From an optimization exercise on the open Yosys and OpenROAD flow, aimed at small area, a short achievable clock period and few clock cycles per item; shortcuts taken in it are not production practice. Where RTL was checked, it was by simulation tests only, not by an equivalence proof against the original. Power and IR drop assume default switching activity.

== P ==
// pn532_codec
module pn532_codec (
    input  wire       clk,
    input  wire       rst,
    input  wire [7:0] in_data,
    input  wire       in_valid,
    output wire       in_ready,
    output wire [7:0] out_data,
    output wire       out_valid,
    output wire       out_last,
    output wire       out_fault,
    input  wire       out_ready
);
    localparam I_IDLE = 0;    
    localparam I_TAIL = 1;    
    localparam I_LEN  = 2;    
    localparam I_DATA = 3;    
    localparam I_SKIP = 4;    
    localparam I_DPRE = 5;    
    localparam I_DLCS = 6;    
    localparam I_DTFI = 7;    
    localparam I_DRC  = 8;    
    localparam I_DPAY = 9;    
    localparam I_DST  = 10;   
    localparam I_ECMD = 11;   
    localparam I_ELEN = 12;   
    localparam I_EPAY = 13;   
    localparam I_EH1  = 14;   
    localparam I_EH2  = 15;   
    localparam I_EH3  = 16;   
    localparam I_EH4  = 17;   
    localparam I_EH5  = 18;   
    localparam I_EH6  = 19;   
    localparam I_LO   = 20;   
    localparam I_RES  = 21;   
    localparam NS     = 22;
    reg [NS-1:0] st;
    reg [1:0]  mode;
    reg [7:0]  rem;
    reg [15:0] acc;
    reg        f1, f4;
    reg [7:0]  o_data;
    reg        o_valid, o_last, o_fault;
    function [7:0] dec8;
        input [7:0] x;
        integer i;
        reg b;
        begin
            b = 1'b1;
            for (i = 0; i < 8; i = i + 1) begin
                dec8[i] = x[i] ^ b;
                b = b & ~x[i];
            end
        end
    endfunction
    function [8:0] inc2;
        input [7:0] x;
        integer i;
        reg c;
        begin
            inc2[0] = x[0];
            c = 1'b1;
            for (i = 1; i < 8; i = i + 1) begin
                inc2[i] = x[i] ^ c;
  ...
Size in the first run: ~64 flip-flops, roughly 0.0046 sq mm of cells after synthesis.
export LEC_CHECK = 0
export CAP_MARGIN = 20
export CORE_MARGIN = 2
export CORE_UTILIZATION = 40
export SETUP_SLACK_MARGIN = 2.5
export SLEW_MARGIN = 20
create_clock -name core_clock -period 5.0 [get_ports {clk}]
run.sh (not shown) runs the stock make flow with config.mk's settings and CLKGATE_MAP_FILE= SYNTH_SCRIPT=/design/flow/synth_recipe.tcl, a recipe that flattens the netlist after the stock synthesis.
Testbench counts of P, summed over its fixed seeds: cycles 78,497, items 1,920.
The inputs of Q differ from those of P as listed below.
--- a/flow/design.v
+++ b/flow/design.v
@@ -103,43 +103,43 @@
     wire v    = in_valid;
     wire fire = v && in_ready;
     wire m_dcs = (mode == 2'b00);
     wire m_dec = (mode == 2'b11);
     wire inv   = (mode == 2'b10);
     wire [7:0]  cx = acc[7:0] ^ in_data;
     wire [7:0]  ct = {cx[7:4] ^ cx[3:0], cx[3:0]};
     wire [15:0] crc_n = {ct[7:3], ct[2:0] ^ ct[7:5], acc[15:12] ^ ct[4:1],
                          acc[11] ^ ct[0] ^ ct[7], acc[10:8] ^ ct[6:4]};
     wire [7:0] fc     = acc[15:8];
-    wire [7:0] diff   = acc[7:0] - in_data;         
+    wire [7:0] diff   = sub8(acc[7:0], in_data);     
     wire [7:0] rem_m1 = dec8(rem);
     wire [7:0] fc_m1  = dec8(fc);
-    wire [8:0] n_p2   = {1'b0, in_data} + 9'd2;
+    wire [8:0] n_p2   = inc2(in_data);
     wire       ovf    = n_p2[8];
-    reg        r_last;                           
+    wire       r_last = (rem == 8'd3);
     wire       rem2   = (rem == 8'd2);
     wire       lo_z   = (acc[7:0] == 8'h00);
-    reg        fc_1;                             
+    wire       fc_1   = (fc == 8'h01);
     wire       n_z    = (in_data == 8'h00);
     wire       n_lt13 = (in_data < 8'd13);
     wire op_dcs = (in_data == 8'h01);
     wire op_a   = (in_data == 8'h02);
     wire op_b   = (in_data == 8'h03);
     wire op_enc = (in_data == 8'h04);
     wire op_dec = (in_data == 8'h06);
     wire op_st  = (in_data == 8'h7E);
     wire op_rst = (in_data == 8'h7F);
     wire op_len = op_dcs || op_a || op_b || op_dec;
     wire op_ref = !(op_len || op_enc || op_st || op_rst);
-    wire [7:0] rem_q  = dec8({2'b00, rem_m1[7:2]});
-    wire [7:0] rem_m4 = {rem_q[5:0], rem_m1[1:0]};
-    reg  d_inc;
+    wire [7:0] rem_q  = dec8({2'b00, rem[7:2]});
+    wire [7:0] rem_m4 = {rem_q[5:0], rem[1:0]};
+    wire d_inc  = lt8(rem_m4, fc);
     wire d_bad  = !lo_z || (fc[7:1] == 7'd0);
     wire d_fail = d_inc || d_bad;
     wire f_op  = fire && (s_idle || s_tail);
     wire f_len = fire && s_len;
     wire [NS-1:0] st_n;
     assign st_n[I_IDLE] = (s_idle && !fire) || (s_tail && ob_free && !fire) ||
                           (f_op && op_rst) || (f_len && m_dec && n_lt13 && n_z) ||
                           ((s_skip || s_dst) && fire && r_last) ||
                           (s_lo && ob_free && m_dcs) || (s_res && ob_free);
     assign st_n[I_TAIL] = (s_tail && !ob_free) || (s_lo && ob_free && !m_dcs);
@@ -176,21 +176,21 @@
     assign e_const[0] = s_len || s_dtfi || (s_elen && ovf) || s_eh2;
     assign e_const[1] = s_len || (s_dtfi && d_inc) || (s_dst && !lo_z) || (s_res && !mode[0] && f1) || s_eh2;
     assign e_const[2] = s_eh2 || s_eh5 || (s_res && mode[0]);
     assign e_const[3] = s_eh2;
     assign e_const[4] = s_eh2 || s_eh5 || (s_res && !mode[0] && f4);
     assign e_const[5] = s_eh2;
     assign e_const[6] = s_eh2 || s_eh5;
     assign e_const[7] = s_eh2 || s_eh5;
     wire       s_in  = s_drc || s_dpay || s_epay;
     wire [7:0] acc_byte = (({8{s_tail || s_eh6}} & acc[15:8]) | ({8{s_lo}} & acc[7:0])) ^ {8{inv}};
-    wire [7:0] in_byte  = s_drc ? in_data - 8'd1 : in_data;
+    wire [7:0] in_byte  = s_drc ? dec8(in_data) : in_data;
     wire [7:0] e_data = e_const | acc_byte | ({8{s_in}} & in_byte) |
                         ({8{s_eh3}} & rem) | ({8{s_eh4}} & ~rem_m1);
     wire lo_2c   = f_op && op_enc;
     wire lo_init = f_len;
     wire lo_crc  = fire && s_data && !m_dcs;
     wire lo_diff = fire && ((s_data && m_dcs) || (s_dpre && fc_1) || s_dlcs || s_dtfi ||
                             s_drc || s_dpay || s_ecmd || s_epay);
     wire [7:0] lo_iv = (mode == 2'b01) ? 8'h63 : (mode == 2'b10) ? 8'hFF : 8'h00;
     wire [7:0] lo_n = ({8{lo_2c}} & 8'h2C) | ({8{lo_init}} & lo_iv) |
                       ({8{lo_crc}} & crc_n[7:0]) | ({8{lo_diff}} & diff);
@@ -201,28 +201,22 @@
     wire hi_z    = s_eh6 && ob_free;
     wire [7:0] hi_iv = (mode == 2'b01) ? 8'h63 : (mode == 2'b10) ? 8'hFF :
                        (mode == 2'b11) ? 8'h0A : 8'h00;
     wire [7:0] hi_n = ({8{hi_init}} & hi_iv) | ({8{hi_crc}} & crc_n[15:8]) |
                       ({8{hi_in}} & in_data) | ({8{hi_dec}} & fc_m1);
     always @(posedge clk) begin
         if (lo_2c || lo_init || lo_crc || lo_diff)
             acc[7:0] <= lo_n;
         if (hi_init || hi_crc || hi_in || hi_dec || hi_z)
             acc[15:8] <= hi_n;
-        if (fire) begin
-            rem    <= (s_len || s_elen) ? n_p2[7:0] : rem_m1;
-            r_last <= (s_len || s_elen) ? (in_data == 8'd1) : (rem == 8'd4);
-        end
-        if (hi_init || hi_in || hi_dec)
-            fc_1 <= hi_dec ? (fc == 8'd2) : hi_in ? (in_data == 8'd1) : 1'b0;
-        if (s_dlcs)
-            d_inc <= lt8(rem_m4, fc);
+        if (fire)
+            rem <= (s_len || s_elen) ? n_p2[7:0] : rem_m1;
         if (f_op)
             mode <= {op_b || op_dec, !(op_dcs || op_b || op_st)};
         if (emit) begin
             o_data  <= e_data;
             o_last  <= e_last;
             o_fault <= e_fault;
         end
     end
     always @(posedge clk) begin
         if (rst) begin
Looking at power density of the placed cells, Q sits below P. met1 track utilization from global routing was higher in the run labelled Q. Relative to P, the post-route cell area measured on Q has decreased slightly. Q vs P: relative contribution of combinational cells to total power down in Q. Non-clock buffer count (Q vs. P) decreases by a few percent. NOTE: final critical-path share of the clock period in Q exceeds that of P. Q has routed wire length above what P had. Q ended up with acc[6]$_DFFE_PP_ as its capture point of the worst path; P ended up with o_data[6]$_DFFE_PP_. Going from P to Q, the initial core utilization was found to have gone up by 0.70 points.
The RTL of Q was laid out without a check of its function.

## what the ideal ports hide
How much do the figures lean on ideal ports? The routed layouts below were timed once more, with nothing changed but the port constraints.
Step 1 assumes that a clkbuf_16 drives the clock port and a buf_2 every other input.
Step 2 moves the port delays by t, midway between the first and last clock arrival at a register: inputs arrive t later, outputs are due t later. That takes back most of the time a late clock gives input paths.
Slacks: no drivers / after step 1 / after step 2; pairs: no drivers / after step 1.
| run | shift t [ns] | setup WS [ns] | worst register clock-pin slew, ns |
|---|---|---|---|
| P | 0.381 | 2.364 / 2.358 / 1.977 | 0.06 / 0.06 |
| Q | 0.370 | 1.634 / 1.611 / 1.241 | 0.06 / 0.06 |
After both steps setup and hold are still met in every run listed. The setup slack of Q, which loses most, moves by -0.023 ns with the drivers and by -0.393 ns with both steps.
